Background: an optimization exercise with open tools, aiming at small area, a short achievable clock period and few clock cycles. Do not read the settings as production practice.
The RTL was checked by simulation tests, not by an equivalence proof against the original design.
Power figures rest on the tool's default switching activity, not on a simulated workload.

==> flow/design.v <==
module bat_ss (
    input  wire        clk,
    input  wire        rst,
    input  wire        start,
    input  wire [3:0]  cfg_bits_in_m1,
    input  wire [3:0]  cfg_bits_out_m1,
    input  wire [7:0]  cfg_samples_m1,
    input  wire [7:0]  cfg_before,
    input  wire [7:0]  cfg_after,
    input  wire [3:0]  cfg_in_align_repeat,
    input  wire [3:0]  cfg_in_align_bits_m1,
    input  wire [3:0]  cfg_out_align_repeat,
    input  wire [3:0]  cfg_out_align_bits_m1,
    input  wire [15:0] cfg_repeat,
    input  wire        in_valid,
    input  wire        in_eod,
    input  wire [7:0]  in_data,
    output wire        in_ready,
    output wire        out_valid,
    output wire [7:0]  out_data,
    input  wire        out_ready,
    output wire        busy,
    output reg         ended_eod
);
    localparam [1:0] P_IDLE = 2'd0,
                     P_SAMP = 2'd1,    
                     P_WEND = 2'd2,    
                     P_END  = 2'd3;    
    reg [1:0]  phase;
    reg [3:0]  a_m1;
    reg [3:0]  c_m1;
    reg [7:0]  smp_m1;
    reg [7:0]  bits_before;
    reg [7:0]  bits_after;
    reg [3:0]  in_n;
    reg [3:0]  in_u_m1;
    reg [3:0]  out_m;
    reg [3:0]  out_u_m1;
    reg [4:0]  kr;            
    reg [4:0]  ak_r;          
    reg        k_ok;          
    reg [3:0]  in_cd;
    reg [3:0]  out_cd;
    reg [15:0] rep_left;      
    reg        wev_d;         
    reg [7:0]  smp_left;      
    reg [8:0]  need;          
    reg [22:0] acc;
    reg [4:0]  n;
    reg        s_v, s_smp, s_pad;
    reg [15:0] s_l;           
    reg        q_v, q_smp, q_pad;
    reg [15:0] q_l;           
    reg [31:0] em;
    reg [5:0]  em_n;
    wire [4:0] a5 = {1'b0, a_m1} + 5'd1;
    wire [4:0] c5 = {1'b0, c_m1} + 5'd1;
    wire [4:0] u5 = {1'b0, in_u_m1} + 5'd1;
    wire [4:0] v5 = {1'b0, out_u_m1} + 5'd1;
    function [15:0] topmask;
        input [3:0] w_m1;
        integer i;
        begin
            for (i = 0; i < 16; i = i + 1)
                topmask[15 - i] = (i <= w_m1);
        end
    endfunction
    wire [15:0] tm_a = topmask(a_m1);
    wire [15:0] tm_c = topmask(c_m1);
    reg [3:0]  t8;            
    reg [3:0]  pin;           
    reg        pin_v;
    reg        pad_calc;      
    reg [1:0]  red;           
    reg [5:0]  xr;            
    reg [3:0]  yo;            
    reg [3:0]  pout;          
    reg        pout_v;
    reg [3:0] e8;
    always @(*) begin
        case (in_u_m1)
        4'd0, 4'd1, 4'd3, 4'd7: e8 = 4'd0;
        4'd2:  e8 = 4'd2;
        4'd4:  e8 = 4'd3;
        4'd5:  e8 = 4'd2;
        4'd6:  e8 = 4'd1;
        default: e8 = 4'd8;
        endcase
    end
    wire [4:0] t8_s   = {1'b0, t8} + {1'b0, e8};
    wire [3:0] t8_nx  = (t8_s >= u5) ? t8_s - u5 : t8_s[3:0];
    reg  [4:0] cmr;
    wire       cm_rdy = (cmr < v5);
    reg        cm_ok;         
    wire [3:0] cmo    = cmr[3:0];
    wire [4:0] yo_s   = {1'b0, yo} + {1'b0, cmo};
    wire [3:0] yo_a   = (yo_s >= v5) ? yo_s - v5 : yo_s[3:0];
    wire [4:0] in_pad  = {1'b0, pin};
    wire [4:0] out_pad = {1'b0, pout};
    wire [5:0] room_lim = 6'd31 - {2'd0, c_m1};           
    reg        room_r;        
    wire       room     = room_r;
    wire       q_acc    = q_v && (!q_smp || room);
    wire       en_b     = (!q_v || q_acc) && k_ok;
    wire       en_a     = !s_v || en_b;
    wire       fl       = (phase == P_END) && !s_v && !q_v;
    wire       em_ge8   = (em_n >= 6'd8);
    assign out_valid = em_ge8 || (fl && (em_n != 6'd0));
    assign out_data  = em[31:24];
    wire       drain    = out_valid && out_ready;
    wire [47:0] ins_sh  = {q_l, 32'd0} >> em_n;
    wire [31:0] em_ins  = em | ((q_acc && q_smp) ? ins_sh[47:16] : 32'd0);
    wire [5:0]  em_nadd = em_n + (q_acc && q_smp ? {2'd0, c_m1} + 6'd1 : 6'd0) +
                                 (q_acc && q_pad ? {1'b0, out_pad} : 6'd0);
    wire [5:0]  em_nsub = em_ge8 ? em_nadd - 6'd8 : 6'd0;
    wire        room_a  = (em_nadd <= room_lim);
    wire        room_s  = (em_nsub <= room_lim);
    reg  [15:0] e16;
    always @(*) begin
        case (a_m1)
        4'd0: e16 = {s_l[15], s_l[15], s_l[15], s_l[15], s_l[15], s_l[15], s_l[15], s_l[15], s_l[15], s_l[15], s_l[15], s_l[15], s_l[15], s_l[15], s_l[15], s_l[15]};
        4'd1: e16 = {s_l[15], s_l[14], s_l[15], s_l[14], s_l[15], s_l[14], s_l[15], s_l[14], s_l[15], s_l[14], s_l[15], s_l[14], s_l[15], s_l[14], s_l[15], s_l[14]};
        4'd2: e16 = {s_l[15], s_l[14], s_l[13], s_l[15], s_l[14], s_l[13], s_l[15], s_l[14], s_l[13], s_l[15], s_l[14], s_l[13], s_l[15], s_l[14], s_l[13], s_l[15]};
        4'd3: e16 = {s_l[15], s_l[14], s_l[13], s_l[12], s_l[15], s_l[14], s_l[13], s_l[12], s_l[15], s_l[14], s_l[13], s_l[12], s_l[15], s_l[14], s_l[13], s_l[12]};
        4'd4: e16 = {s_l[15], s_l[14], s_l[13], s_l[12], s_l[11], s_l[15], s_l[14], s_l[13], s_l[12], s_l[11], s_l[15], s_l[14], s_l[13], s_l[12], s_l[11], s_l[15]};
        4'd5: e16 = {s_l[15], s_l[14], s_l[13], s_l[12], s_l[11], s_l[10], s_l[15], s_l[14], s_l[13], s_l[12], s_l[11], s_l[10], s_l[15], s_l[14], s_l[13], s_l[12]};
        4'd6: e16 = {s_l[15], s_l[14], s_l[13], s_l[12], s_l[11], s_l[10], s_l[9], s_l[15], s_l[14], s_l[13], s_l[12], s_l[11], s_l[10], s_l[9], s_l[15], s_l[14]};
        4'd7: e16 = {s_l[15], s_l[14], s_l[13], s_l[12], s_l[11], s_l[10], s_l[9], s_l[8], s_l[15], s_l[14], s_l[13], s_l[12], s_l[11], s_l[10], s_l[9], s_l[8]};
        4'd8: e16 = {s_l[15], s_l[14], s_l[13], s_l[12], s_l[11], s_l[10], s_l[9], s_l[8], s_l[7], s_l[15], s_l[14], s_l[13], s_l[12], s_l[11], s_l[10], s_l[9]};
        4'd9: e16 = {s_l[15], s_l[14], s_l[13], s_l[12], s_l[11], s_l[10], s_l[9], s_l[8], s_l[7], s_l[6], s_l[15], s_l[14], s_l[13], s_l[12], s_l[11], s_l[10]};
        4'd10: e16 = {s_l[15], s_l[14], s_l[13], s_l[12], s_l[11], s_l[10], s_l[9], s_l[8], s_l[7], s_l[6], s_l[5], s_l[15], s_l[14], s_l[13], s_l[12], s_l[11]};
        4'd11: e16 = {s_l[15], s_l[14], s_l[13], s_l[12], s_l[11], s_l[10], s_l[9], s_l[8], s_l[7], s_l[6], s_l[5], s_l[4], s_l[15], s_l[14], s_l[13], s_l[12]};
        4'd12: e16 = {s_l[15], s_l[14], s_l[13], s_l[12], s_l[11], s_l[10], s_l[9], s_l[8], s_l[7], s_l[6], s_l[5], s_l[4], s_l[3], s_l[15], s_l[14], s_l[13]};
        4'd13: e16 = {s_l[15], s_l[14], s_l[13], s_l[12], s_l[11], s_l[10], s_l[9], s_l[8], s_l[7], s_l[6], s_l[5], s_l[4], s_l[3], s_l[2], s_l[15], s_l[14]};
        4'd14: e16 = {s_l[15], s_l[14], s_l[13], s_l[12], s_l[11], s_l[10], s_l[9], s_l[8], s_l[7], s_l[6], s_l[5], s_l[4], s_l[3], s_l[2], s_l[1], s_l[15]};
        4'd15: e16 = {s_l[15], s_l[14], s_l[13], s_l[12], s_l[11], s_l[10], s_l[9], s_l[8], s_l[7], s_l[6], s_l[5], s_l[4], s_l[3], s_l[2], s_l[1], s_l[0]};
        endcase
    end
    wire [15:0] r_l   = e16 & tm_c;
    wire [15:0] t_l   = ((s_l << kr[3:0]) | (s_l >> ak_r)) & tm_a;
    wire [15:0] t_lo  = {1'b0, t_l[14:0]};
    wire [15:0] s_lo  = {1'b0, s_l[14:0]};
    wire        t_ge  = (t_lo >= s_lo);
    wire        s_ge  = (s_lo >= t_lo);
    wire        inc   = !s_l[15] &&  t_l[15] && t_ge;
    wire        dec   =  s_l[15] && !t_l[15] && s_ge;
    wire [15:0] r_inc = ((r_l | ~tm_c) + 16'd1) & tm_c;
    wire [15:0] r_dec = (r_l - 16'd1) & tm_c;
    wire [15:0] q_nx  = inc ? r_inc : dec ? r_dec : r_l;
    wire       samp     = (phase == P_SAMP);
    wire       wend     = (phase == P_WEND);
    wire       ok0      = ({4'd0, n} >= need);
    wire       ok1      = ({4'd0, n} + 9'd8 >= need);
    wire       last     = (smp_left == 8'd0);
    wire       in_due   = (in_cd == 4'd1);
    wire       out_due  = (out_cd == 4'd1);
    wire       pad_wait = (red != 2'd0) || (out_m != 4'd0 && !cm_ok);
    wire       run_a    = en_a && !pad_wait && (samp || wend);
    assign in_ready  = run_a && !ok0;
    wire       take     = in_ready && in_valid;
    wire       take_d   = take && !in_eod;
    wire       go       = run_a && (ok0 || (take_d && ok1));
    wire [8:0] pskip    = need - (samp ? {4'd0, a5} : 9'd0);
    wire [4:0]  top     = n + 5'd8 - pskip[4:0];
    wire [46:0] xw      = {acc, in_data, 16'd0} >> top;
    wire [15:0] smp_l   = xw[15:0] & tm_a;
    wire       ext      = go && samp;
    wire [8:0] sk1      = {1'b0, bits_after} + ((in_due && pin_v) ? {4'd0, in_pad} : 9'd0);
    wire       sk1_z    = (bits_after == 8'd0) && !(in_due && (!pin_v || pin != 4'd0));
    wire       wev      = (ext && last && sk1_z) || (go && wend && !pad_calc);
    wire [3:0] yo_nx    = ext ? yo_a : yo;
    wire [3:0] po_now   = (yo_nx == 4'd0) ? 4'd0 : v5[3:0] - yo_nx;
    wire [3:0] po_use   = pout_v ? pout : po_now;
    wire       rep_end  = wev_d ? (rep_left == 16'd2) : (rep_left == 16'd1);
    wire [4:0] n_t0     = n;
    wire [4:0] n_t1     = n + 5'd8;
    wire       cov0     = ({4'd0, n_t0} >= pskip);
    wire       cov1     = ({4'd0, n_t1} >= pskip);
    wire [4:0] n_dr0    = cov0 ? n_t0 - pskip[4:0] : 5'd0;
    wire [4:0] n_dr1    = cov1 ? n_t1 - pskip[4:0] : 5'd0;
    wire [8:0] nd_dr0   = cov0 ? {4'd0, a5} : need - {4'd0, n_t0};
    wire [8:0] nd_dr1   = cov1 ? {4'd0, a5} : need - {4'd0, n_t1};
    wire [4:0] n_go     = (take_d ? n_t1 : n_t0) - need[4:0];
    always @(posedge clk) begin
        if (rst) begin
            phase     <= P_IDLE;
            ended_eod <= 1'b0;
            s_v       <= 1'b0;
            q_v       <= 1'b0;
            em_n      <= 6'd0;
            room_r    <= 1'b1;
            n         <= 5'd0;
        end else begin
            em   <= drain ? {em_ins[23:0], 8'd0} : em_ins;
            em_n   <= drain ? em_nsub : em_nadd;
            room_r <= drain ? room_s : room_a;
            if (en_b) begin
                q_v   <= s_v;
                q_smp <= s_smp;
                q_pad <= s_pad;
                q_l   <= q_nx;
            end
            if (kr >= a5)
                kr <= kr - a5;
            ak_r <= a5 - kr;
            k_ok <= (kr < a5);
            if (take_d)
                t8 <= t8_nx;
            if (!cm_rdy)
                cmr <= cmr - v5;
            cm_ok <= cm_rdy;
            if (ext)
                yo <= yo_a;
            if (red == 2'd1) begin
                xr  <= {1'b0, n} - {2'b0, t8};
                red <= 2'd2;
            end else if (red == 2'd2) begin
                if (xr[5])
                    xr <= xr + {1'b0, u5};
                else if (xr >= {1'b0, u5})
                    xr <= xr - {1'b0, u5};
                else begin
                    pin   <= xr[3:0];
                    pin_v <= 1'b1;
                    need  <= {5'd0, xr[3:0]};
                    red   <= 2'd0;
                end
            end
            if (take_d)
                acc <= {acc[14:0], in_data};
            if (en_a) begin
                s_v   <= 1'b0;
                s_smp <= 1'b0;
                s_pad <= 1'b0;
                s_l   <= smp_l;
            end
            if (wev_d) begin
                wev_d <= 1'b0;
                if (rep_left != 16'd0)
                    rep_left <= rep_left - 16'd1;
            end
            case (phase)
            P_IDLE: begin
                if (start) begin
                    a_m1        <= cfg_bits_in_m1;
                    c_m1        <= cfg_bits_out_m1;
                    smp_m1      <= cfg_samples_m1;
                    bits_before <= cfg_before;
                    bits_after  <= cfg_after;
                    in_n        <= cfg_in_align_repeat;
                    in_u_m1     <= cfg_in_align_bits_m1;
                    out_m       <= cfg_out_align_repeat;
                    out_u_m1    <= cfg_out_align_bits_m1;
                    kr          <= (cfg_bits_in_m1 == 4'd0) ? 5'd0 : {1'b0, cfg_bits_out_m1} + 5'd1;
                    k_ok        <= 1'b0;
                    in_cd       <= cfg_in_align_repeat;
                    out_cd      <= cfg_out_align_repeat;
                    rep_left    <= cfg_repeat;
                    wev_d       <= 1'b0;
                    smp_left    <= cfg_samples_m1;
                    need        <= {1'b0, cfg_before} + {5'd0, cfg_bits_in_m1} + 9'd1;
                    n           <= 5'd0;
                    em          <= 32'd0;
                    t8          <= 4'd0;
                    yo          <= 4'd0;
                    pin         <= 4'd0;
                    pin_v       <= (cfg_in_align_bits_m1 == 4'd0);
                    pout_v      <= 1'b0;
                    cmr         <= (cfg_out_align_bits_m1 == 4'd0) ? 5'd0 : {1'b0, cfg_bits_out_m1} + 5'd1;
                    cm_ok       <= (cfg_out_align_bits_m1 == 4'd0) || (cfg_bits_out_m1 < cfg_out_align_bits_m1);
                    pad_calc    <= 1'b0;
                    red         <= 2'd0;
                    phase       <= P_SAMP;
                end
            end
            P_SAMP, P_WEND: begin
                if (take && in_eod) begin
                    ended_eod <= 1'b1;
                    phase     <= P_END;
                end else if (go) begin
                    n <= n_go;
                    if (wend && pad_calc) begin
                        pad_calc <= 1'b0;
                        need     <= 9'd0;
                        red      <= 2'd1;
                    end
                    if (samp) begin
                        need     <= {4'd0, a5};
                        s_v      <= 1'b1;
                        s_smp    <= 1'b1;
                        smp_left <= smp_left - 8'd1;
                        if (last && !sk1_z) begin
                            need     <= sk1;
                            pad_calc <= in_due && !pin_v;
                            phase    <= P_WEND;
                        end
                    end
                end else if (run_a) begin
                    n    <= take_d ? n_dr1 : n_dr0;
                    need <= take_d ? nd_dr1 : nd_dr0;
                end
                if (wev) begin
                    if (out_due) begin
                        s_pad  <= 1'b1;
                        pout   <= po_use;
                        pout_v <= 1'b1;
                        if (!ext)
                            s_v <= (po_use != 4'd0);
                    end
                    if (in_due)
                        in_cd <= in_n;
                    else if (in_cd != 4'd0)
                        in_cd <= in_cd - 4'd1;
                    if (out_due)
                        out_cd <= out_m;
                    else if (out_cd != 4'd0)
                        out_cd <= out_cd - 4'd1;
                    if (rep_end) begin
                        ended_eod <= 1'b0;
                        phase     <= P_END;
                    end else begin
                        wev_d    <= 1'b1;
                        smp_left <= smp_m1;
                        need     <= {1'b0, bits_before} + {4'd0, a5};
                        phase    <= P_SAMP;
                    end
                end
            end
            default: begin   
                if (!s_v && !q_v && (em_n == 6'd0 || (em_n <= 6'd8 && drain)))
                    phase <= P_IDLE;
            end
            endcase
        end
    end
    assign busy = (phase != P_IDLE);
endmodule
==> flow/run.sh <==
#!/bin/bash
# synth_recipe.tcl (not shown) runs the flow's synth.tcl, then flattens the netlist and writes it again
# the make line also repeats each setting of config.mk as NAME=value (left out here)
make -C /OpenROAD-flow-scripts/flow DESIGN_CONFIG=/design/flow/config.mk WORK_HOME=/design/flow/orfs CLKGATE_MAP_FILE= SYNTH_SCRIPT=/design/flow/synth_recipe.tcl finish
==> flow/config.mk <==
export PLATFORM = sky130hd
export DESIGN_NAME = bat_ss
export DESIGN_NICKNAME = bat_ss
export VERILOG_FILES = /design/flow/design.v
export SDC_FILE = /design/flow/constraint.sdc
export NUM_CORES = 4
export LEC_CHECK = 0
export CAP_MARGIN = 20
export CORE_MARGIN = 2
export CORE_UTILIZATION = 55
export CTS_CLUSTER_DIAMETER = 70
export CTS_CLUSTER_SIZE = 35
export PLACE_DENSITY = 0.7
export SETUP_SLACK_MARGIN = 5
export SLEW_MARGIN = 20
==> flow/constraint.sdc <==
create_clock -name core_clock -period 10.0 [get_ports {clk}]
set_input_delay 2.0000 -clock core_clock [delete_from_list [all_inputs] [get_ports {clk}]]
set_output_delay 2.0000 -clock core_clock [all_outputs]
set_load 0.01 [all_outputs]
==> flow_metrics.py, run 1 <==
metrics = {
    "synthesis": {
        "ys_async_sr_fraction": 0,
        "synth_fp_nets": 2659,
        "ys_warn_count": 1,
        "synth.cell_area_um2": 21600,
        "synth_cell_types": 100,
        "synthFlopType": "edfxtp_1",
        "synth_edf_count": 225,
        "yosysSeqAreaShare": 0.3304,
        "syn_inst": 2410,
        "syn_avg_cell_area_um2": 8.963,
        "yosys_register_bits": 244,
    },
    "timing": {
        "rsz0062_at_grt": "true",
        "tightest_slew_ps": 968.1,
        "timing.fmax_mhz": 206.0,
        "setup_viol": 0,
        "tns_ps": 0,
        "layout_min_cycle_time_ps": 4854,
        "slew_headroom": 0.3477,
        "worst_clock_skew_ps": 45.71,
        "slew_viol_final": 0,
        "timing.final.hold_violations": 0,
        "period_share": 0.4854,
    },
    "power_and_ir_drop": {
        "finalPower_uw": 8082,
        "p_leak_uw": 0.009209,
        "irDropWorstVdd_v": 0.0002573,
        "internal_power_uw": 4176,
        "power_frac_clock": 0.114,
        "p_comb_frac": 0.652,
        "p_sw_uw": 3907,
        "seqPwrFrac": 0.233,
        "p_per_area_nw_per_um2": 339.9,
        "swShare": 0.4834,
    },
    "die": {
        "die_x_um": 202.2,
        "pin_count": 90,
        "core_area_um2": 38740,
        "die_y_um": 202.2,
        "dieArea_um2": 40880,
        "rows": 72,
        "initial_core_util": 0.5577,
    },
    "routing": {
        "drt_pass1_iterations": 6,
        "num_vias": 18985,
        "wl_mm": 62.45,
        "routed_via_density": 6.403,
        "drc": 0,
        "drt_iter0_drc": 1848,
        "routedWlPerCell_um": 21.06,
        "final_antenna_net_count": 0,
    },
    "worst_hold_path": {
        "min-delay-path-class": "flop to flop",
    },
    "clock_tree": {
        "cts_num_sinks": 244,
        "cts_hold_buf": 0,
        "clk_latency_ps": 560,
        "clk_path_buf_depth": 3,
        "h-tree-depth": 1,
        "cts_tree": "built",
        "path_clk_slew_ps": 100,
        "ctsRootBufferMaster": "clkbuf_16",
        "cts_made_buffers": 21,
    },
    "global_route": {
        "globalRouteTotalUtil": 0.2998,
        "grt_max_degree": 62,
        "overflow": 0,
        "grt_pass1_vias": 18359,
        "grt_pass1_wl_mm": 99.32,
        "grt_antenna_before_repair": 0,
    },
    "placed_design": {
        "io_buffers": 89,
        "place_inst": 2900,
        "place_hpwl_mm": 45.68,
        "dpl-instance-area_um2": 22690,
        "place.gp.congestion": 0.9834,
    },
    "critical_path": {
        "critPathLaunchType": "input pin",
        "slowest_delay_ps": 530,
        "worstPathMaxFanout": 20,
        "required_ps": 10310,
        "crit_path_top_delay_cell": "nor2_2",
        "crit_arrival_ps": 5170,
        "cp_cell_sequence": "clkdlybuf4s50_1, nor2b_1, a31oi_1, nor2_2, nand3_2, inv_2, nor3_1, a221o_1, a21oi_1, o21ai_1",
        "end_kind": "flop",
        "critPathKind": "input pin to flop",
    },
    "cells_and_area": {
        "final_util": 0.6138,
        "layout.nets": 2681,
        "syn_to_final_growth_pct": 10.07,
        "layout.cells.non_filler": 2965,
        "fill_cells": 3358,
        "seqCellArea_um2": 7143,
        "multi_input_area_um2": 13380,
        "drive_gt1_frac": 0.08991,
        "antenna_cells": 0,
        "final_cell_area_um2": 23780,
    },
    "status": {
        "outcome": "complete, no violations",
    },
    "run": {
        "drv_cap": 0,
    },
}
[worst paths after layout]
kind | to | depth (start not counted) | slack (ps) | start
min reg2reg | n[0] | 2 | 490 | n[0]
max reg2reg | q_l[9] | 15 | 5250 | kr[1]
max | need[2] | 10 | 5150 | in_valid
min | n[0] | 2 | 490 | n[0]
[sequential cells by signal (all words and copies together), names as in the netlist, 5 cells and up, named ones only]
signal and flops:
n 5, smp_m1 8, s_l 16, rep_left 16, xr 6, kr 5
ak_r 5, cmr 5, em_n 6, bits_before 8, smp_left 8, acc 23
q_l 16, em 32, bits_after 8, need 9
[final cells by class]
type                            instances  area share
Clock buffer                           21     0.02210
Clock inverter                         17     0.01147
Timing Repair Buffer                  137     0.05441
Sequential cell                       244      0.3004
Multi-Input combinational cell       1893      0.5629
Inverter                              135     0.02147
Tap cell                              518     0.02726
[worst max-delay path, delay by kind of cell]
kind	cells	cell delay [ps]
compound gates	4	800
simple gates	4	1430
buf+inv	2	920
[per-stage QoR]
stage	worst slack [ps]	hold slack (ps)
6_report	5146	488.9
5_1_grt	4935	516.6
4_1_cts	5009	493.8
3_5_place_dp	4660	454.6
3_3_place_gp	4829	434.8
2_1_floorplan	5097	426.2
[cell usage in the layout (no fill, tap or decap), types with 12 or more instances in the layout]
| cell | synthesis | layout |
|---|---|---|
| mux2_2 | 35 | 35 |
| a31oi_1 | 28 | 28 |
| nand2_1 | 262 | 261 |
| ha_1 | 149 | 146 |
| xor2_1 | 36 | 35 |
| buf_4 | 15 | 44 |
| nor3_1 | 50 | 49 |
| a21oi_1 | 201 | 201 |
| inv_1 | 130 | 129 |
| o31ai_1 | 15 | 15 |
| o22ai_1 | 53 | 53 |
| nor2b_1 | 38 | 38 |
| and3_1 | 22 | 22 |
| nor2_1 | 193 | 189 |
| nand3_1 | 36 | 36 |
| dfxtp_1 | 19 | 16 |
| or3_1 | 15 | 15 |
| o21ai_0 | 151 | 151 |
| xnor2_1 | 76 | 75 |
| mux2i_1 | 83 | 83 |
| a21o_1 | 47 | 47 |
| o211ai_1 | 16 | 16 |
| nand2b_1 | 33 | 33 |
| nor4_1 | 14 | 14 |
| edfxtp_1 | 225 | 225 |
| and2_1 | 12 | 12 |
| mux4_2 | 30 | 30 |
| a211oi_1 | 48 | 48 |
| a22oi_1 | 20 | 20 |
| fa_1 | 22 | 21 |
| clkdlybuf4s50_1 | 0 | 88 |
| clkbuf_16 | 0 | 22 |
[cell usage after synthesis, types with 7 or more instances]
| library cell | count | area [um^2] |
|---|---|---|
| buf_2 | 15 | 75.07 |
| xnor2_1 | 76 | 665.6 |
| nor3_1 | 50 | 250.2 |
| nor4_1 | 14 | 87.58 |
| o211ai_1 | 16 | 120.1 |
| a32oi_1 | 7 | 61.31 |
| a41oi_1 | 7 | 61.31 |
| nand2_1 | 262 | 983.4 |
| and2_1 | 12 | 75.07 |
| and3_1 | 22 | 137.6 |
| mux2i_1 | 83 | 830.8 |
| buf_4 | 15 | 112.6 |
| edfxtp_1 | 225 | 6756 |
| a221oi_1 | 8 | 70.07 |
| nor2_1 | 193 | 724.4 |
| a21o_1 | 47 | 352.8 |
| o21ai_0 | 151 | 755.7 |
| xor2_1 | 36 | 315.3 |
| or2_2 | 11 | 68.82 |
| fa_1 | 22 | 440.4 |
| nand3_1 | 36 | 180.2 |
| mux2_2 | 35 | 394.1 |
| o21a_1 | 9 | 67.56 |
| ha_1 | 149 | 1864 |
| inv_1 | 130 | 488.0 |
| mux4_2 | 30 | 675.7 |
| a31oi_1 | 28 | 175.2 |
| a22o_1 | 8 | 70.07 |
| nand4_1 | 9 | 56.30 |
| buf_6 | 7 | 78.83 |
| a211oi_1 | 48 | 360.4 |
| clkbuf_1 | 76 | 285.3 |
| o22ai_1 | 53 | 331.6 |
| o31ai_1 | 15 | 112.6 |
| a311oi_1 | 8 | 70.07 |
| or3_1 | 15 | 93.84 |
| nand2b_1 | 33 | 206.5 |
| dfxtp_1 | 19 | 380.4 |
| buf_1 | 24 | 90.09 |
| nand3b_1 | 11 | 82.58 |
| a22oi_1 | 20 | 150.1 |
| o21bai_1 | 10 | 75.07 |
| a21boi_0 | 10 | 75.07 |
| nor2b_1 | 38 | 237.7 |
| a21oi_1 | 201 | 1006 |
[metal layers]
metal / GRT usage / vias to the layer above / wire length (um) / share of wire
li1: - / 8925 / - / -
met1: 0.4264 / 9000 / 26950 / 0.43
met2: 0.4784 / 894 / 28410 / 0.45
met3: 0.03515 / 166 / 4895 / 0.078
met4: 0.09802 / 0 / 2205 / 0.035
met5: 0 / - / 0 / 0
[what timing repair did]
| item | CTS | global route |
|---|---|---|
| setup endpoints to repair | 29 | 37 |
| gates resized for setup | 6 | 7 |
| pin swaps | 0 | 1 |
| buffers inserted | 4 | 23 |
[cell families after synthesis]
family	count (synthesis)	synth area share
buffers and inverters	273	0.05340
adders and majority gates	171	0.1067
AOI/OAI and AO/OA	714	0.2099
muxes	151	0.09018
DFF	244	0.3304
xor gates and xnor gates	112	0.04541
and+or+nand+nor	745	0.1640
[power by group through the flow]
stage                     clock [uW]  sequential (uW)  combinational (uW)
final                            924             1890                5270
after global routing             978             1910                5800
after CTS                        939             1960                5000
after detailed placement           0             1990                4940
after global placement             0             1990                4820
after floorplan                    0             1710                3980
Testbench counts, summed over its fixed seeds: cycles 46,835.
==> run 2, diff against run 1 <==
--- a/flow/config.mk
+++ b/flow/config.mk
@@ -8,8 +8,6 @@
 export CAP_MARGIN = 20
 export CORE_MARGIN = 2
 export CORE_UTILIZATION = 55
-export CTS_CLUSTER_DIAMETER = 70
-export CTS_CLUSTER_SIZE = 35
 export PLACE_DENSITY = 0.7
 export SETUP_SLACK_MARGIN = 5
 export SLEW_MARGIN = 20
==> run 2 against run 1 <==
  * Critical endpoint is now out_valid
  * Synthesized cell count did not move
  * Still clean on timing, DRC and antenna
  * First-iteration DRC count increased by 10%
  * Utilization rose by 0.42 points
==> flow_metrics.py, run 2 <==
metrics = {
    "status": {
        "outcome": "complete, no violations",
    },
    "critical_path": {
        "cp_cell_sequence": "nor3_1, o21ai_0, clkdlybuf4s50_1",
        "end_kind": "output port",
        "critPathLaunchType": "flop",
        "crit_path_top_delay_cell": "nor3_1",
        "critPathKind": "flop to output port",
        "worstPathMaxFanout": 26,
        "required_ps": 8000,
        "slowest_delay_ps": 760,
        "crit_arrival_ps": 2840,
    },
    "timing": {
        "timing.fmax_mhz": 206.8,
        "slew_viol_final": 0,
        "fin_hold_ws_ps": 468.7,
        "rsz0062_at_grt": "false",
        "timing.final.hold_violations": 0,
        "slew_headroom": 0.3342,
        "setup_viol": 0,
        "layout_min_cycle_time_ps": 4836,
        "period_share": 0.4836,
        "tns_ps": 0,
        "tightest_slew_ps": 993.3,
        "timing.final.ws_setup_ps": 5164,
        "worst_clock_skew_ps": 8.821,
    },
    "cells_and_area": {
        "multi_input_area_um2": 13400,
        "seqCellArea_um2": 7143,
        "largest_register": "em",
        "syn_to_final_growth_pct": 10.82,
        "reg_top3": "em: 32 flops, acc: 23 flops",
        "layout.nets": 2692,
        "largest_register_ffs": 32,
        "final_cell_mix": "nand2_1, edfxtp_1, a21oi_1",
        "layout_commonest_cell": "nand2_1",
        "fill_cells": 3312,
        "antenna_cells": 0,
        "drive_gt1_frac": 0.09331,
    },
    "power_and_ir_drop": {
        "power_frac_clock": 0.125,
        "p_comb_frac": 0.644,
        "internal_power_uw": 4334,
        "p_leak_uw": 0.009298,
        "finalPower_uw": 8205,
        "irDropWorstVdd_v": 0.0002628,
        "seqPwrFrac": 0.230,
        "swShare": 0.4718,
        "p_sw_uw": 3871,
        "p_per_area_nw_per_um2": 342.7,
    },
    "placed_design": {
        "place_hpwl_mm": 45.68,
        "io_buffers": 89,
        "place_ws_ps": 4660,
        "place.gp.congestion": 0.9834,
    },
    "synthesis": {
        "yosysSeqAreaShare": 0.3304,
        "synth_top_area_share": 0.3128,
        "ys_warn_count": 1,
        "synth_fp_nets": 2659,
        "synth_compound_area_frac": 0.2099,
        "synthFlopType": "edfxtp_1",
        "synth_cell_types": 100,
        "ys_async_sr_fraction": 0,
        "synth_fa_ha_area_frac": 0.1067,
        "syn_inst": 2410,
        "synth_edf_count": 225,
        "synth_top_family_by_area": "compound AO/OA/AOI/OAI gates",
        "synth_mux_area_frac": 0.09018,
        "synth.largest_area_cell": "edfxtp_1",
        "yosys_register_bits": 244,
        "synth-xor-area-share": 0.04541,
        "ys_top_cells_by_count": "nand2_1, edfxtp_1, a21oi_1",
        "synth.cell_area_um2": 21600,
        "ys_top_cells_by_area": "edfxtp_1, ha_1, a21oi_1, nand2_1, mux2i_1",
        "syn_avg_cell_area_um2": 8.963,
        "synthSimpleGateAreaFrac": 0.1640,
        "synth_most_common_cell": "nand2_1",
    },
    "routing": {
        "num_vias": 19030,
        "wl_mm": 62.88,
        "drc": 0,
        "routed_via_density": 6.379,
        "drt_pass1_iterations": 6,
        "final_antenna_net_count": 0,
        "routedWlPerCell_um": 21.08,
        "drt_iter0_drc": 2036,
    },
    "die": {
        "die_x_um": 202.2,
        "die_y_um": 202.2,
        "pin_count": 90,
        "initial_core_util": 0.5577,
        "rows": 72,
        "core_area_um2": 38740,
        "dieArea_um2": 40880,
    },
    "clock_tree": {
        "path_clk_slew_ps": 60,
        "cts_made_buffers": 29,
        "ctsRootBufferMaster": "clkbuf_16",
        "cts_num_sinks": 244,
        "h-tree-depth": 1,
        "clk_latency_ps": 560,
        "cts_hold_buf": 0,
        "clk_path_buf_depth": 3,
        "cts_tree": "built",
    },
    "worst_hold_path": {
        "min-delay-path-class": "flop to flop",
    },
    "global_route": {
        "globalRouteTotalUtil": 0.3009,
        "overflow": 0,
        "grt_antenna_before_repair": 0,
        "grt_pass1_wl_mm": 99.53,
        "grt_max_degree": 62,
        "grt_pass1_vias": 18379,
    },
    "run": {
        "drv_cap": 0,
    },
}
## run 2: power groups by stage
stage / Sequential, uW / Clock (uW) / Combinational, uW
2_1_floorplan: 1710 / 0 / 3980
3_3_place_gp: 1990 / 0 / 4820
3_5_place_dp: 1990 / 0 / 4940
4_1_cts: 1960 / 1040 / 5010
5_1_grt: 1920 / 1080 / 5810
6_report: 1890 / 1030 / 5290
## run 2: cell families after synthesis
group / count (synthesis)
fa+ha+maj: 171
compound gates: 714
mux: 151
xor+xnor: 112
buf+inv: 273
flops: 244
simple gates: 745
## run 2: area by class of cell
type,count,area share
Clock inverter,9,0.002770
Clock buffer,44,0.03565
Timing Repair Buffer,140,0.05524
Inverter,135,0.02132
Multi-Input combinational cell,1893,0.5596
Sequential cell,244,0.2984
Tap cell,518,0.02707
## run 2: what timing repair did
| item | in CTS | in global routing |
|---|---|---|
| pin swaps | 0 | 1 |
| setup buffers | 4 | 26 |
| setup endpoints to repair | 30 | 36 |
| gates resized for setup | 6 | 9 |
## run 2: stage by stage
stage          utilization  cells  area (um^2)
2_1_floorplan            -   2410        21610
3_3_place_gp        0.5856   2900        22680
3_5_place_dp        0.5856   2900        22690
4_1_cts             0.6107   2957        23660
5_1_grt             0.6180   2983        23940
6_report            0.6180   2983        23940
## run 2: per-layer routing
layer / track usage / wire length (um) / vias to the layer above
met2: 0.4845 / 28720 / 909
met3: 0.03708 / 5106 / 157
met4: 0.08733 / 1936 / 0
met1: 0.4276 / 27120 / 9016
li1: - / - / 8948
met5: 0 / 0 / -
## run 2: critical path: cells and delay by family (launching register included)
| family | cells | cell delay [ps] |
|---|---|---|
| AO/OA/AOI/OAI | 1 | 360 |
| AND/OR/NAND/NOR | 1 | 760 |
| buffers and inverters | 1 | 580 |
| flip-flops | 1 | 580 |
## run 2: path summary, 6_finish.rpt
kind,from,depth (start not counted),to,slack (ps)
worst max-delay path,em_n[1],3,out_valid,5160
worst min-delay path,s_smp,0,q_smp,470
worst max register to register,a_m1[3],15,s_l[5],5180
worst min register to register,s_smp,0,q_smp,470
==> run 3, diff against run 2 <==
--- a/flow/config.mk
+++ b/flow/config.mk
@@ -8,6 +8,8 @@
 export CAP_MARGIN = 20
 export CORE_MARGIN = 2
 export CORE_UTILIZATION = 55
+export CTS_CLUSTER_DIAMETER = 80
+export CTS_CLUSTER_SIZE = 30
 export PLACE_DENSITY = 0.7
 export SETUP_SLACK_MARGIN = 5
 export SLEW_MARGIN = 20
==> run 3 against run 2 <==
  * Register-to-register slack gained 30 ps
  * Hold slack gained 22 ps
  * Maximum frequency grew 1.0%
  * Clock-buffer cell count shrank 24
  * Combinational power is essentially flat
  * Largest cell class unchanged
  * Largest power group unchanged
  * Clock skew grew 44 ps
  * Sequential share of layout area grew 0.30 points
  * Clock power shrank 19%
  * Synthesized cell count is the same
==> flow_metrics.py, run 3 <==
metrics = {
    "timing": {
        "setup_viol": 0,
        "slew_headroom": 0.3418,
        "period_share": 0.4787,
        "fin_hold_ws_ps": 491.1,
        "rsz0062_at_grt": "false",
        "layout_min_cycle_time_ps": 4787,
        "timing.final.ws_setup_ps": 5213,
        "timing.final.hold_violations": 0,
        "worst_clock_skew_ps": 53.30,
        "timing.fmax_mhz": 208.9,
        "slew_viol_final": 0,
        "tns_ps": 0,
        "tightest_slew_ps": 982.0,
    },
    "power_and_ir_drop": {
        "p_per_area_nw_per_um2": 337.6,
        "p_leak_uw": 0.009165,
        "irDropWorstVdd_v": 0.0002557,
    },
    "global_route": {
        "grt_max_degree": 62,
        "overflow": 0,
        "grt_antenna_before_repair": 0,
        "grt_pass1_wl_mm": 99.04,
        "globalRouteTotalUtil": 0.2986,
        "grt_pass1_vias": 18287,
    },
    "synthesis": {
        "syn_inst": 2410,
        "syn_avg_cell_area_um2": 8.963,
        "yosys_register_bits": 244,
        "ys_top_cells_by_area": "edfxtp_1, ha_1, a21oi_1, nand2_1, mux2i_1",
        "synth_fp_nets": 2659,
        "synthFlopType": "edfxtp_1",
        "ys_warn_count": 1,
        "ys_top_cells_by_count": "nand2_1, edfxtp_1, a21oi_1",
        "synth.largest_area_cell": "edfxtp_1",
        "synth.cell_area_um2": 21600,
        "synth_most_common_cell": "nand2_1",
        "ys_async_sr_fraction": 0,
        "synth_top_area_share": 0.3128,
        "synth_edf_count": 225,
        "synth_cell_types": 100,
        "yosysSeqAreaShare": 0.3304,
    },
    "critical_path": {
        "r2r_slack_ps": 5210,
        "end_kind": "flop",
        "critPathLaunchType": "flop",
        "rr_worst_depth": 15,
        "r2r_end": "q_l[9]",
        "required_ps": 10260,
        "critPathKind": "flop to flop",
        "crit_arrival_ps": 5040,
        "reg2reg_from": "kr[1]",
        "worstPathMaxFanout": 12,
    },
    "cells_and_area": {
        "antenna_cells": 0,
        "largest_register": "em",
        "syn_to_final_growth_pct": 9.731,
        "reg_top3": "em: 32 flops, acc: 23 flops",
        "final_cell_mix": "nand2_1, edfxtp_1, a21oi_1",
        "layout.nets": 2680,
        "layout_commonest_cell": "nand2_1",
        "largest_register_ffs": 32,
        "drive_gt1_frac": 0.08838,
    },
    "die": {
        "dieArea_um2": 40880,
        "die_y_um": 202.2,
        "rows": 72,
        "pin_count": 90,
        "core_area_um2": 38740,
        "initial_core_util": 0.5577,
        "die_x_um": 202.2,
    },
    "worst_hold_path": {
        "min_from": "n[0]",
        "min-delay-path-class": "flop to flop",
        "hold_path_depth": 2,
        "min_to": "n[0]",
    },
    "placed_design": {
        "place_ws_ps": 4660,
        "place.gp.congestion": 0.9834,
        "place_hpwl_mm": 45.68,
        "io_buffers": 89,
    },
    "routing": {
        "routedWlPerCell_um": 21.06,
        "num_vias": 19062,
        "final_antenna_net_count": 0,
        "drt_iter0_drc": 1934,
        "drt_pass1_iterations": 6,
        "routed_via_density": 6.436,
        "drc": 0,
        "wl_mm": 62.38,
    },
    "run": {
        "drv_cap": 0,
    },
    "clock_tree": {
        "cts_num_sinks": 244,
        "ctsRootBufferMaster": "clkbuf_16",
        "clk_latency_ps": 550,
        "cts_tree": "built",
        "clk_path_buf_depth": 3,
        "h-tree-depth": 1,
        "cts_made_buffers": 19,
        "cts_hold_buf": 0,
        "path_clk_slew_ps": 100,
    },
    "status": {
        "outcome": "complete, no violations",
    },
}
[run 3: cell counts after synthesis]
No cell type changed its count.
[run 3: cell families after synthesis]
kind of cell / Yosys count / synth area share
AND/OR/NAND/NOR: 745 / 0.1640
AO/OA/AOI/OAI: 714 / 0.2099
buffers and inverters: 273 / 0.05340
flip-flops: 244 / 0.3304
adder cells (fa/ha/maj): 171 / 0.1067
multiplexers: 151 / 0.09018
XOR/XNOR: 112 / 0.04541
[run 3: stage by stage]
step / power (uW) / instance area [um^2] / cells / utilization
2_1_floorplan: 5691 / 21610 / 2410 / -
3_3_place_gp: 6803 / 22680 / 2900 / 0.5856
3_5_place_dp: 6928 / 22690 / 2900 / 0.5856
4_1_cts: 7799 / 23430 / 2938 / 0.6049
5_1_grt: 8604 / 23700 / 2962 / 0.6119
6_report: 8003 / 23700 / 2962 / 0.6119
[run 3: worst max path at each step]
stage / start / end / slack, ps / cells past startpoint
after floorplan: start / flop / 5100 / 4
after global placement: a_m1[0] / need[0] / 4830 / 15
after detailed placement: a_m1[0] / need[0] / 4660 / 15
after CTS: n[3] / in_ready / 5010 / 7
after global routing: kr[1] / q_l[9] / 5020 / 15
final: kr[1] / q_l[9] / 5210 / 15
[run 3: power by group]
| group | internal [uW] | total, uW | switching, uW |
|---|---|---|---|
| combinational | 2200 | 5280 | 3080 |
| clock | 390 | 832 | 442 |
| sequential | 1530 | 1890 | 356 |
[run 3: per-layer routing]
metal	part of all wire	GRT usage
met1	0.43	0.4245
met2	0.46	0.4796
met3	0.078	0.03386
met4	0.033	0.09281
met5	0	0
[run 3: timing repair]
item / CTS / global route
pin swaps: 0 / 1
gates resized for setup: 5 / 9
cloned: 0 / 0
endpoints found under the setup margin: 29 / 37
hold endpoints to repair: 0 / 0
setup buffers: 4 / 24
[run 3: cell type report]
| cell class | instances | area, um^2 |
|---|---|---|
| clock buffers | 20 | 479.2 |
| flip-flops and latches | 244 | 7143 |
| clock inverters | 14 | 226.5 |
| well taps | 518 | 648.1 |
| fillers | 3353 | 15030 |
| multi-input cells | 1893 | 13390 |
| repair buffers | 138 | 1308 |
| inverters | 135 | 510.5 |
[run 3: worst max-delay path: stages (launching register included)]
cell and delay [ps]:
edfxtp_1 760, mux2_2 420, o21ai_0 290, nor2_1 70, a21oi_1 270, a21oi_1 120, o22ai_1 160, ha_1 270
a21o_1 160, a21o_1 170, a21o_1 180, nor3_1 240, o21a_1 240, nand4_1 380, o41ai_1 410, mux2_2 380
==> run 4, diff against run 3 <==
--- a/flow/config.mk
+++ b/flow/config.mk
@@ -7,9 +7,9 @@
 export LEC_CHECK = 0
 export CAP_MARGIN = 20
 export CORE_MARGIN = 2
-export CORE_UTILIZATION = 55
+export CORE_UTILIZATION = 65
 export CTS_CLUSTER_DIAMETER = 80
 export CTS_CLUSTER_SIZE = 30
-export PLACE_DENSITY = 0.7
+export PLACE_DENSITY = 0.8
 export SETUP_SLACK_MARGIN = 5
 export SLEW_MARGIN = 20
==> run 4 against run 3 <==
  * Still clean
  * Clock skew shrank 31 ps
  * Register-to-register slack lost 70 ps
  * Combinational power fell by 1%
  * Via count up 1.5%
  * Hold slack lost 26 ps
  * Sequential power grew 3%
  * Clock-buffer cell count down 3
  * Global-route usage increased by 4.6 points
  * Total power is 1.2% lower
  * Highest routed layer unchanged
  * Largest power group unchanged
  * Final cell count down 2.9%
  * Routed wire length decreased by 1.2%
==> flow_metrics.py, run 4 <==
metrics = {
    "status": {
        "outcome": "complete, no violations",
    },
    "cells_and_area": {
        "largest_register_ffs": 32,
        "fill_cells": 2511,
        "layout_commonest_cell": "nand2_1",
        "final_cell_mix": "nand2_1, edfxtp_1, a21oi_1",
        "final_util": 0.7181,
        "reg_top3": "em: 32 flops, acc: 23 flops",
        "drive_gt1_frac": 0.08265,
        "syn_to_final_growth_pct": 8.428,
        "largest_register": "em",
        "layout.nets": 2671,
    },
    "run": {
        "drv_cap": 0,
    },
    "die": {
        "die_x_um": 186.3,
        "die_y_um": 186.3,
        "pin_count": 90,
        "core_area_um2": 32620,
        "rows": 66,
        "initial_core_util": 0.6623,
        "dieArea_um2": 34710,
    },
    "synthesis": {
        "synth_fp_nets": 2659,
        "ys_async_sr_fraction": 0,
        "ys_top_cells_by_count": "nand2_1, edfxtp_1, a21oi_1",
        "yosys_register_bits": 244,
        "synth_top_area_share": 0.3128,
        "synth.cell_area_um2": 21600,
        "synth_cell_types": 100,
        "syn_inst": 2410,
        "ys_warn_count": 1,
        "ys_top_cells_by_area": "edfxtp_1, ha_1, a21oi_1, nand2_1, mux2i_1",
        "synthFlopType": "edfxtp_1",
        "synth_most_common_cell": "nand2_1",
        "synth_edf_count": 225,
        "syn_avg_cell_area_um2": 8.963,
        "synth.largest_area_cell": "edfxtp_1",
        "yosysSeqAreaShare": 0.3304,
    },
    "timing": {
        "rsz0062_at_grt": "true",
        "layout_min_cycle_time_ps": 4860,
        "timing.final.hold_violations": 0,
        "worst_clock_skew_ps": 22.13,
        "timing.fmax_mhz": 205.8,
        "tightest_slew_ps": 1030,
        "setup_viol": 0,
        "period_share": 0.4860,
        "slew_viol_final": 0,
        "tns_ps": 0,
        "slew_headroom": 0.3123,
    },
    "clock_tree": {
        "cts_made_buffers": 16,
        "path_clk_slew_ps": 100,
        "clk_path_buf_depth": 3,
        "cts_tree": "built",
        "cts_hold_buf": 0,
        "clk_latency_ps": 520,
        "ctsRootBufferMaster": "clkbuf_16",
        "cts_num_sinks": 244,
        "h-tree-depth": 1,
    },
    "power_and_ir_drop": {
        "p_leak_uw": 0.009082,
        "irDropWorstVdd_v": 0.0002883,
        "p_per_area_nw_per_um2": 337.7,
    },
    "routing": {
        "routed_via_density": 6.729,
        "final_antenna_net_count": 0,
        "drt_iter0_drc": 2091,
        "num_vias": 19347,
        "drc": 0,
        "wl_mm": 61.65,
        "drt_pass1_iterations": 8,
        "routedWlPerCell_um": 21.44,
    },
    "critical_path": {
        "critPathKind": "flop to flop",
        "crit_arrival_ps": 5130,
        "crit_path_top_delay_cell": "edfxtp_1",
        "critPathLaunchType": "flop",
        "required_ps": 10270,
        "end_kind": "flop",
        "slowest_delay_ps": 860,
        "cp_cell_sequence": "mux2i_1, mux2i_1, a21oi_1, a211oi_1, a21oi_1, or3_1, ha_1, nor2b_1, o31ai_1, a211oi_1, nor3_1, o21a_1, nand4_1, o41ai_1, mux2_2",
        "worstPathMaxFanout": 15,
    },
    "global_route": {
        "grt_pass1_vias": 18519,
        "overflow": 0,
        "grt_antenna_before_repair": 1,
        "grt_pass1_wl_mm": 98.21,
        "globalRouteTotalUtil": 0.3449,
        "grt_max_degree": 62,
    },
    "worst_hold_path": {
        "min-delay-path-class": "flop to flop",
    },
    "placed_design": {
        "place.gp.congestion": 1.020,
        "io_buffers": 89,
        "place_hpwl_mm": 45.42,
    },
}
==> run 4: power breakdown <==
group / internal, uW / switching [uW] / total, uW / leakage [uW]
clock network: 346 / 419 / 765 / 0.000287
logic: 2180 / 3030 / 5210 / 0.00647
registers: 1530 / 405 / 1940 / 0.00233
==> run 4: timing repair <==
item                       in CTS  in global routing
setup endpoints to repair      25                 35
setup buffers                   1                 19
cloned                          0                  0
pin swaps                       0                  1
gates resized for setup         4                  8
==> run 4: worst paths after layout <==
check / start / endpoint / slack, ps / cells after the start
max reg2reg: s_l[11] / q_l[9] / 5140 / 15
min reg2reg: s_pad / q_pad / 470 / 0
max: s_l[11] / q_l[9] / 5140 / 15
min: s_pad / q_pad / 470 / 0
==> run 4: cells by family after synthesis <==
| family | share of synthesized area |
|---|---|
| flops | 0.3304 |
| fa+ha+maj | 0.1067 |
| buf+inv | 0.05340 |
| simple gates | 0.1640 |
| compound gates | 0.2099 |
| mux | 0.09018 |
| xor+xnor | 0.04541 |
==> run 4: critical path: cells and delay by family, from the launching register on <==
family / cells / cell delay (ps)
AOI/OAI and AO/OA: 7 / 1600
adders and majority gates: 1 / 300
DFF: 1 / 860
muxes: 3 / 820
and+or+nand+nor: 4 / 1010
==> run 4: layout make-up <==
class	instances	area, um^2	area share
repair buffers	132	1234	0.05267
diodes	1	2.502	0.0001068
inverters	135	510.5	0.02179
clock inverters	11	177.7	0.007585
multi-input cells	1893	13380	0.5713
well taps	442	553.0	0.02361
clock buffers	17	425.4	0.01816
flip-flops and latches	244	7139	0.3048
==> run 4: per-layer routing <==
metal	up-vias	track usage	wire length, um
met5	-	0	0
met4	0	0.1120	2196
met3	174	0.05736	5564
met2	1031	0.5583	28330
met1	9248	0.4742	25560
li1	8894	-	-
==> run 4: metrics by stage <==
stage	hold slack, ps	worst slack, ps	instance area (um^2)	total power (uW)	instances
3_3_place_gp	436.7	4828	22600	6770	2826
6_report	465.2	5140	23420	7910	2875
2_1_floorplan	426.2	5097	21610	5691	2410
5_1_grt	478.9	4897	23420	8499	2875
3_5_place_dp	443.8	4715	22600	6935	2826
4_1_cts	467.5	5021	23220	7719	2855

==> port drivers added, routing unchanged <==
The results above use ideal ports. As a check the final layouts listed here were re-extracted and re-timed, cells and wires unchanged. Step 1, drivers: a clkbuf_16 drives clk and a buf_2 each remaining input, both assumed. Step 2 adds t to the input delays and takes it off the output delays; t is the mean of the earliest and latest rising clock arrival at the registers after step 1. Input paths then give back, and output paths get back, about the clock's delay inside the block. Slacks: ideal / step 1 / step 2; pairs: ideal / step 1.
run | shift t [ns] | slack for setup (ns) | worst data-port slew with drivers (ns) | cell pins on the clock port's net
run 1 | 0.591 | 5.146 / 5.161 / 4.577 | 0.06 | 1
run 2 | 0.615 | 5.164 / 5.107 / 4.748 | 0.06 | 1
run 3 | 0.581 | 5.213 / 5.198 / 4.777 | 0.06 | 1
run 4 | 0.568 | 5.140 / 5.140 / 4.797 | 0.08 | 1
After both steps setup and hold are still met in every run listed. The setup slack of run 1, which loses most, moves by +0.015 ns with the drivers and by -0.569 ns with both steps.
